Source: an optimization exercise on an open RTL-to-GDS flow (aim: small area, a short achievable clock period and few clock cycles). Production flows keep margins and buffers that such runs may drop. The RTL was checked by simulation tests, not by an equivalence proof against the original design. Power figures rest on the tool's default switching activity, not on a simulated workload.

--- flow/config.mk ---
export PLATFORM = sky130hd
export DESIGN_NAME = pae_a_decoder
export DESIGN_NICKNAME = pae_a_decoder
export VERILOG_FILES = /design/flow/design.v
export SDC_FILE = /design/flow/constraint.sdc
export NUM_CORES = 4
export LEC_CHECK = 0
export CAP_MARGIN = 20
export CORE_MARGIN = 2
export CORE_UTILIZATION = 40
export PLACE_DENSITY = 0.6
export SLEW_MARGIN = 20
--- flow/design.v ---
module pae_a_decoder (
    input  wire       clk,
    input  wire       rst,
    input  wire       start,
    output wire       busy,
    output wire       done,
    output reg  [3:0] err,
    output reg  [3:0] width,
    output reg        order,
    output reg  [1:0] mode,
    input  wire       in_valid,
    input  wire [7:0] in_data,
    input  wire       in_last,
    output wire       in_ready,
    output wire       out_valid,
    output wire [7:0] out_data,
    input  wire       out_ready
);
    localparam [3:0] E_NONE       = 4'd0,
                     E_INV_SIZE   = 4'd6,
                     E_NON_SQUARE = 4'd7,
                     E_RUN_OVF    = 4'd8,
                     E_DATA_OVF   = 4'd9,
                     E_TRUNC      = 4'd10;
    localparam [3:0] P_IDLE = 4'd0,
                     P_HDR  = 4'd1,    
                     P_OT   = 4'd2,    
                     P_DATA = 4'd3,    
                     P_PRE  = 4'd4,    
                     P_OFF  = 4'd5,    
                     P_CHK  = 4'd6,    
                     P_MODE = 4'd7,    
                     P_T1   = 4'd8,    
                     P_END  = 4'd9;    
    reg        busy_r, done_r;
    reg [3:0]  ps;
    reg [9:0]  win;
    reg [3:0]  rp;           
    reg        wlast;        
    wire [10:0] wx = {win, 1'b0};
    wire        b1 = wx[rp];             
    wire        b0 = wx[rp - 4'd1];      
    wire        have2 = (rp >= 4'd2);
    wire        have1 = (rp != 4'd0);
    assign in_ready = busy_r && !wlast &&
                      ((ps == P_HDR) ||
                       ((rp <= 4'd2) && (ps != P_END)));
    wire       ld = in_ready && in_valid;
    reg        plane;
    reg [12:0] prem;         
    reg [3:0]  k;            
    reg [12:0] rv;           
    reg        big;          
    wire [7:0]  wsq   = width * width;
    wire [12:0] npl   = {wsq, 5'd0};
    wire [12:0] rlen  = rv - 13'd1;
    wire        rovf  = big || (rlen > prem);
    wire        rfull = (rlen == prem);
    reg [12:0] rz;           
    reg [1:0]  cnt;          
    reg [5:0]  pk;           
    reg [7:0]  obuf;
    reg        ofull;
    reg [1:0]  fq0, fq1, fq2, fq3;
    reg [2:0]  fc;
    wire       can_push = !ofull || out_ready;
    wire [2:0] room     = 3'd4 - {1'b0, cnt};
    wire       rz_nz    = (rz != 13'd0);
    wire       rz_last  = (rz <= {10'd0, room});
    wire       pop      = can_push && !rz_nz && (fc != 3'd0);
    wire       efree    = (!rz_nz && (fc == 3'd0)) ||
                          (can_push && rz_nz && rz_last && (fc == 3'd0)) ||
                          (can_push && !rz_nz && (fc == 3'd1));
    reg        push;         
    reg        hand;         
    reg [1:0]  cons;         
    always @(*) begin
        push = 1'b0;
        hand = 1'b0;
        cons = 2'd0;
        case (ps)
        P_OT, P_MODE, P_PRE, P_OFF: if (have2) cons = 2'd2;
        P_DATA: if (have2 && ({b1, b0} == 2'd0 || fc != 3'd4 || pop)) begin
                    cons = 2'd2;
                    push = ({b1, b0} != 2'd0);
                end
        P_T1:   if (have1) cons = 2'd1;
        P_CHK:  hand = !rovf && efree;
        default: ;
        endcase
    end
    wire hdr_take = (ps == P_HDR) && (rp[3]);
    wire [3:0] rp_c = hdr_take ? rp - 4'd8 : rp - {2'd0, cons};
    always @(posedge clk) begin
        if (rst) begin
            busy_r <= 1'b0;
            done_r <= 1'b0;
            ps     <= P_IDLE;
            ofull  <= 1'b0;
            err    <= E_NONE;
            rz     <= 13'd0;
            fc     <= 3'd0;
            cnt    <= 2'd0;
            pk     <= 6'd0;
        end else begin
            done_r <= 1'b0;
            if (ld) begin
                win   <= {win[1:0], in_data};
                wlast <= in_last;
            end
            rp <= rp_c + (ld ? 4'd8 : 4'd0);
            case (ps)
            P_HDR: if (hdr_take) begin
                width <= win[7:4];
                if (win[7:4] != win[3:0]) begin
                    err <= E_NON_SQUARE;
                    ps  <= P_END;
                end else if (win[7:4] == 4'd0) begin
                    err <= E_INV_SIZE;
                    ps  <= P_END;
                end else begin
                    ps  <= P_OT;
                end
            end
            P_OT: if (have2) begin
                order <= b1;
                plane <= 1'b0;
                prem  <= npl;
                k     <= 4'd0;
                ps    <= b0 ? P_DATA : P_PRE;
            end else if (wlast) begin
                err <= E_TRUNC;
                ps  <= P_END;
            end
            P_DATA: if (have2) begin
                if ({b1, b0} == 2'd0) begin
                    k  <= 4'd0;
                    ps <= P_PRE;
                end else if (push) begin
                    prem <= prem - 13'd1;
                    if (prem == 13'd1)
                        ps <= plane ? P_END : P_MODE;
                end
            end else if (wlast) begin
                err <= E_TRUNC;
                ps  <= P_END;
            end
            P_PRE: if (have2) begin
                big <= (k >= 4'd6);
                if (b1 && b0) begin
                    if (k == 4'd7) begin
                        err <= E_RUN_OVF;
                        ps  <= P_END;
                    end else begin
                        k <= k + 4'd1;
                    end
                end else if (b1) begin
                    rv <= 13'd1;
                    k  <= k + 4'd1;
                    ps <= P_OFF;
                end else begin
                    rv <= {11'd1, b0};
                    ps <= (k == 4'd0) ? P_CHK : P_OFF;
                end
            end else if (wlast) begin
                err <= E_TRUNC;
                ps  <= P_END;
            end
            P_OFF: if (have2) begin
                rv <= {rv[10:0], b1, b0};
                k  <= k - 4'd1;
                if (k == 4'd1)
                    ps <= P_CHK;
            end else if (wlast) begin
                err <= E_TRUNC;
                ps  <= P_END;
            end
            P_CHK: begin
                if (rovf) begin
                    err <= E_DATA_OVF;
                    ps  <= P_END;
                end else if (hand) begin
                    prem <= prem - rlen;
                    if (rfull)
                        ps <= plane ? P_END : P_MODE;
                    else
                        ps <= P_DATA;
                end
            end
            P_MODE: if (have2) begin
                if (b1) begin
                    mode <= {1'b0, b0} + 2'd1;
                    ps   <= P_T1;
                end else begin
                    mode  <= 2'd0;
                    plane <= 1'b1;
                    prem  <= npl;
                    k     <= 4'd0;
                    ps    <= b0 ? P_DATA : P_PRE;
                end
            end else if (wlast) begin
                err <= E_TRUNC;
                ps  <= P_END;
            end
            P_T1: if (have1) begin
                plane <= 1'b1;
                prem  <= npl;
                k     <= 4'd0;
                ps    <= b1 ? P_DATA : P_PRE;
            end else if (wlast) begin
                err <= E_TRUNC;
                ps  <= P_END;
            end
            P_END: begin
                if (!rz_nz && fc == 3'd0 && can_push && busy_r && !done_r) begin
                    done_r <= 1'b1;
                    busy_r <= 1'b0;
                    ps     <= P_IDLE;
                end
            end
            default: ;
            endcase
            if (can_push) begin
                if (rz_nz) begin
                    if (rz_last) begin
                        rz  <= 13'd0;
                        cnt <= cnt + rz[1:0];
                    end else begin
                        rz  <= rz - {10'd0, room};
                        cnt <= 2'd0;
                    end
                    if (!rz_last || rz[2:0] == room) begin
                        obuf  <= {pk, 2'b00};
                        ofull <= 1'b1;
                        pk    <= 6'd0;
                    end else if (ofull) begin
                        ofull <= 1'b0;
                    end
                end else if (fc != 3'd0) begin
                    cnt <= cnt + 2'd1;
                    case (cnt)
                    2'd0: pk[5:4] <= fq0;
                    2'd1: pk[3:2] <= fq0;
                    2'd2: pk[1:0] <= fq0;
                    default: ;
                    endcase
                    if (cnt == 2'd3) begin
                        obuf  <= {pk, fq0};
                        ofull <= 1'b1;
                        pk    <= 6'd0;
                    end else if (ofull) begin
                        ofull <= 1'b0;
                    end
                end else if (ofull) begin
                    ofull <= 1'b0;
                end
            end
            case ({push, pop})
            2'b01: begin
                fq0 <= fq1; fq1 <= fq2; fq2 <= fq3;
                fc  <= fc - 3'd1;
            end
            2'b10: begin
                case (fc[1:0])
                2'd0: fq0 <= {b1, b0};
                2'd1: fq1 <= {b1, b0};
                2'd2: fq2 <= {b1, b0};
                default: fq3 <= {b1, b0};
                endcase
                fc <= fc + 3'd1;
            end
            2'b11: begin
                fq0 <= (fc == 3'd1) ? {b1, b0} : fq1;
                fq1 <= (fc == 3'd2) ? {b1, b0} : fq2;
                fq2 <= (fc == 3'd3) ? {b1, b0} : fq3;
                fq3 <= {b1, b0};
            end
            default: ;
            endcase
            if (hand)
                rz <= rlen;
            if (start && !busy_r) begin
                busy_r <= 1'b1;
                ps     <= P_HDR;
                rp     <= 4'd0;
                wlast  <= 1'b0;
                rz     <= 13'd0;
                fc     <= 3'd0;
                cnt    <= 2'd0;
                pk     <= 6'd0;
                err    <= E_NONE;
                mode   <= 2'd0;
            end
        end
    end
    assign busy      = busy_r;
    assign done      = done_r;
    assign out_valid = ofull;
    assign out_data  = obuf;
endmodule
--- flow/run.sh ---
#!/bin/bash
# synth_recipe.tcl (not shown) runs the flow's synth.tcl, then flattens the netlist and writes it again
# the make line also repeats each setting of config.mk as NAME=value (left out here)
make -C /OpenROAD-flow-scripts/flow DESIGN_CONFIG=/design/flow/config.mk WORK_HOME=/design/flow/orfs CLKGATE_MAP_FILE= SYNTH_SCRIPT=/design/flow/synth_recipe.tcl finish
--- flow/constraint.sdc ---
create_clock -name core_clock -period 8.0 [get_ports {clk}]
set_input_delay 1.6000 -clock core_clock [delete_from_list [all_inputs] [get_ports {clk}]]
set_output_delay 1.6000 -clock core_clock [all_outputs]
set_load 0.01 [all_outputs]
==> run summary <==
# TYPE chip_impl_metric gauge
chip_impl_metric{name="boundaryPins",unit=""} 37
chip_impl_metric{name="worst_slew_margin_relative_to_its_limit",unit=""} 0.280
chip_impl_metric{name="syn_to_final_growth",unit="%"} 11.6
chip_impl_info{name="synth-main-ff-cell",value="sky130_fd_sc_hd__edfxtp_1"} 1
chip_impl_metric{name="cts_resized",unit=""} 0
chip_impl_metric{name="clock_latency",unit="ns"} 0.36
chip_impl_metric{name="yosys_top_cell_area_share",unit=""} 0.277
chip_impl_metric{name="synth_sequential_area_ratio",unit=""} 0.370
chip_impl_metric{name="die_w",unit="microns"} 142
chip_impl_metric{name="placement_rows",unit=""} 50
chip_impl_info{name="cts_tree",value="built"} 1
chip_impl_metric{name="final_period_minus_worst_setup_slack",unit="ns"} 4.49
chip_impl_metric{name="final-setup-viol-count",unit=""} 0
chip_impl_metric{name="final_non_filler_cell_total",unit=""} 1106
chip_impl_metric{name="max_freq",unit="MHz"} 223
chip_impl_info{name="worstSetupStartpointType",value="flip-flop"} 1
chip_impl_metric{name="critical_path_peak_fanout",unit=""} 7
chip_impl_metric{name="cts_setup_buffers",unit=""} 0
chip_impl_metric{name="clk_transition_reported_paths",unit="ns"} 0.08
chip_impl_metric{name="post_synth.cell_area_avg",unit="sq um"} 8.90
chip_impl_metric{name="synth_warnings",unit=""} 1
chip_impl_info{name="netlist.top_cell.by_area",value="sky130_fd_sc_hd__edfxtp_1"} 1
chip_impl_metric{name="final_standard_cell_utilization_of_the_core",unit=""} 0.453
chip_impl_metric{name="syn_inst",unit=""} 851
chip_impl_metric{name="final_hold_vios",unit=""} 0
chip_impl_metric{name="fillCellCount",unit=""} 1837
chip_impl_metric{name="post-dp-hpwl",unit="microns"} 14300
chip_impl_metric{name="reg2reg_setup_slack",unit="ns"} 3.51
chip_impl_info{name="run_status",value="complete, no violations"} 1
chip_impl_metric{name="ctsLongestPathBuffers",unit=""} 2
chip_impl_metric{name="power_leakage",unit="nW"} 3.12
chip_impl_info{name="cp-end-kind",value="flip-flop"} 1
chip_impl_metric{name="power.density",unit="nW/um^2"} 218
chip_impl_metric{name="numPlacedInstances",unit=""} 1090
chip_impl_metric{name="die_area",unit="sq um"} 20100
chip_impl_metric{name="number_of_global_route_vias_before_repair",unit=""} 6000
chip_impl_metric{name="number_of_enable_type_register_cells_in_the_synthesized_netlist",unit=""} 70
chip_impl_metric{name="detailed_route_wl",unit="microns"} 19300
chip_impl_metric{name="syn-num-nets",unit=""} 911
chip_impl_metric{name="skew",unit="ns"} 0.00790
chip_impl_info{name="grt_setup_unrepaired",value="false"} 1
chip_impl_metric{name="initialDrtViolationCount",unit=""} 607
chip_impl_metric{name="layout_worst_path_cycle_share",unit=""} 0.561
chip_impl_metric{name="place_congestion",unit=""} 0.895
chip_impl_metric{name="worst_slew_pin_slew",unit="ns"} 1.08
chip_impl_metric{name="finalSetupTns",unit="ns"} 0
chip_impl_metric{name="global_route_wire_length_before_repair",unit="microns"} 31100
chip_impl_metric{name="cts-hold-fix-buffers",unit=""} 0
chip_impl_metric{name="fp.dieH",unit="microns"} 142
chip_impl_info{name="min-delay-path-class",value="reg -> reg"} 1
chip_impl_metric{name="setup_slack",unit="ns"} 3.51
chip_impl_info{name="synth_area_leaders",value="sky130_fd_sc_hd__edfxtp_1, sky130_fd_sc_hd__dfxtp_1, sky130_fd_sc_hd__ha_1, sky130_fd_sc_hd__nor2_1, sky130_fd_sc_hd__xnor2_1"} 1
chip_impl_metric{name="cts_made_buffers",unit=""} 9
chip_impl_metric{name="io_buffer_count",unit=""} 36
chip_impl_metric{name="start_util",unit=""} 0.406
chip_impl_metric{name="drt_pass1_iterations",unit=""} 5
chip_impl_metric{name="grt-ovfl-total",unit=""} 0
chip_impl_metric{name="vdd.ir_drop.worst",unit="mV"} 0.144
chip_impl_metric{name="routed_wire_length_per_instance",unit="microns"} 17.4
chip_impl_metric{name="maxCapViolations",unit=""} 0
chip_impl_metric{name="track_usage",unit=""} 0.195
chip_impl_metric{name="dp_slack",unit="ns"} 3.32
chip_impl_metric{name="finish.net_count",unit=""} 927
chip_impl_metric{name="pins_over_their_slew_limit",unit=""} 0
chip_impl_metric{name="vias_per_cell",unit=""} 5.82
chip_impl_metric{name="async_reset_ff_frac",unit=""} 0
chip_impl_metric{name="clkSinkCount",unit=""} 105
chip_impl_metric{name="ys_seq_elements",unit=""} 105
chip_impl_metric{name="final_layout_size_suffix_gt1_frac",unit=""} 0.0573
chip_impl_info{name="clk_root_buffer_cell",value="sky130_fd_sc_hd__clkbuf_16"} 1
chip_impl_metric{name="largest_net_degree_at_the_start_of_global_routing",unit=""} 29
chip_impl_metric{name="drc",unit=""} 0
chip_impl_metric{name="number_of_antenna_violations_at_the_first_check_in_global_routing",unit=""} 0
chip_impl_info{name="crit_type",value="reg -> reg"} 1
chip_impl_metric{name="core_area",unit="sq um"} 18600
chip_impl_metric{name="count_of_vias_placed_by_the_detailed_router",unit=""} 6440
chip_impl_metric{name="distinct_cell_type_count_of_the_synthesized_netlist",unit=""} 84
chip_impl_metric{name="crit_required",unit="ns"} 8.26
chip_impl_metric{name="fin_hold_ws",unit="ns"} 0.433
chip_impl_metric{name="ctsHtreeMaxLevel",unit=""} 3
chip_impl_metric{name="antenna_cells",unit=""} 0
chip_impl_metric{name="worstPathArrival",unit="ns"} 4.75
chip_impl_metric{name="mappedNetlistArea",unit="sq um"} 7580
chip_impl_metric{name="ant_nets",unit=""} 0
[critical path: stages (launching register included)]
cell	delay, ns
sky130_fd_sc_hd__edfxtp_1	0.49
sky130_fd_sc_hd__nor4_1	0.69
sky130_fd_sc_hd__nand2_1	0.17
sky130_fd_sc_hd__xor2_1	0.27
sky130_fd_sc_hd__ha_1	0.32
sky130_fd_sc_hd__a21o_1	0.20
sky130_fd_sc_hd__or3_1	0.35
sky130_fd_sc_hd__o211ai_1	0.24
sky130_fd_sc_hd__o2111ai_2	0.24
sky130_fd_sc_hd__a221o_1	0.50
sky130_fd_sc_hd__a311oi_4	0.46
sky130_fd_sc_hd__o21ai_1	0.17
sky130_fd_sc_hd__a32o_1	0.28
[cells in the final DEF, fill, tap and decap left out, types with 5 or more instances in the layout]
cell / n
sky130_fd_sc_hd__o31ai_1: 7
sky130_fd_sc_hd__a21oi_1: 52
sky130_fd_sc_hd__ha_1: 44
sky130_fd_sc_hd__nor2b_1: 13
sky130_fd_sc_hd__dfxtp_1: 35
sky130_fd_sc_hd__o211ai_1: 10
sky130_fd_sc_hd__nand2_1: 76
sky130_fd_sc_hd__o21ai_0: 45
sky130_fd_sc_hd__o22ai_1: 7
sky130_fd_sc_hd__a31oi_1: 8
sky130_fd_sc_hd__nand3_1: 21
sky130_fd_sc_hd__mux2i_1: 13
sky130_fd_sc_hd__inv_1: 39
sky130_fd_sc_hd__clkbuf_16: 10
sky130_fd_sc_hd__or3_1: 11
sky130_fd_sc_hd__xnor2_1: 35
sky130_fd_sc_hd__nand2b_1: 19
sky130_fd_sc_hd__and2_1: 16
sky130_fd_sc_hd__nor2_1: 91
sky130_fd_sc_hd__nand4_1: 8
sky130_fd_sc_hd__or2_2: 5
sky130_fd_sc_hd__o221ai_1: 5
sky130_fd_sc_hd__nor4_1: 13
sky130_fd_sc_hd__nor3_1: 23
sky130_fd_sc_hd__and3_1: 11
sky130_fd_sc_hd__a21o_1: 8
sky130_fd_sc_hd__clkdlybuf4s50_1: 36
sky130_fd_sc_hd__a221oi_1: 7
sky130_fd_sc_hd__xor2_1: 15
sky130_fd_sc_hd__a221o_1: 5
sky130_fd_sc_hd__edfxtp_1: 70
sky130_fd_sc_hd__buf_4: 6
sky130_fd_sc_hd__a211oi_1: 11
[cell families after synthesis]
logic type | count (synthesis) | synth area share
multiplexers | 17 | 0.0276
AO/OA/AOI/OAI | 216 | 0.194
XOR/XNOR | 52 | 0.0637
adder cells (fa/ha/maj) | 48 | 0.0806
flip-flops | 105 | 0.370
buffers and inverters | 78 | 0.0393
AND/OR/NAND/NOR | 335 | 0.224
[cell type report]
type,instances,area [sq um],share of cell area
inverter,41,154,0.0182
clock inverter,6,53.8,0.00637
sequential,105,2800,0.332
clock buffer,10,250,0.0296
multi-input combinational,668,4490,0.532
tap,234,293,0.0346
timing repair buffer,42,405,0.0480
[registers in the layout, summed over array words and instances (netlist names), 4 cells and up]
name   flops
err        4
k          4
obuf       8
pk         6
prem      13
ps         4
rp         4
rv        13
rz        13
width      4
win       10
[path summary, 6_finish.rpt]
check | start | to | cells past startpoint
setup reg to reg | rv[4] | err[0] | 12
setup / recovery | rv[4] | err[0] | 12
hold / removal | pk[0] | obuf[2] | 0
hold reg to reg | pk[0] | obuf[2] | 0
[cells in the mapped netlist (all sizes together), types with 6 or more instances]
master  count
nor2b      13
o31ai       7
or3        11
nor3       25
nand3      21
xor2       15
ha         44
xnor2      35
a221oi      8
and2       16
nor4       16
a31oi       8
o22ai       7
a211oi     11
mux2i      13
nor2       92
buf         7
o21ai      48
and3       11
nand4       8
a21o        8
nand2b     19
edfxtp     70
clkbuf     30
or4         6
inv        39
o211ai     10
nand2      76
a21oi      52
dfxtp      35
[metrics by stage]
stage                     power, W  instance area [sq um]
after floorplan            0.00122                   7580
after global routing       0.00197                   8450
after CTS                  0.00185                   8450
final                      0.00185                   8450
after detailed placement   0.00138                   8140
after global placement     0.00138                   8140
[power breakdown]
group	switching (W)	total (W)	leakage, nW	internal, W
clock network	0.000225	0.000463	0.149	0.000238
registers	0.0000526	0.000688	0.931	0.000636
logic	0.000429	0.000695	2.04	0.000266
[routing by layer]
layer | global-route usage | wire length [microns]
met1 | 0.275 | 9020
met2 | 0.314 | 9030
met3 | 0.0226 | 833
met4 | 0.0621 | 340
met5 | 0.0226 | 58
Testbench counts, summed over its fixed seeds: cycles 74,298.

==> re-timing with driven ports <==
No port has a modelled driver above. Below, the same layout with a new extraction and two added sets of constraints. Step 1 sets driving cells, clkbuf_16 on the clock port and buf_2 on the other inputs (assumed; they add their load-dependent delay and slew). Step 2 adds t to the input delays and takes it off the output delays; t is the mean of the earliest and latest rising clock arrival at the registers after step 1. Input paths then give back, and output paths get back, about the clock's delay inside the block. a / b / c = no drivers / after step 1 / after step 2; a / b = the first two.
shift t [ns]: 0.397
slack for setup (ns): 3.510 / 3.510 / 3.318
worst data-port slew with drivers (ns): 0.03
pins driven straight from the clock port: 1
After both steps setup and hold are still met in this run. The setup slack of this run moves by 0.000 ns with the drivers and by -0.192 ns with both steps.
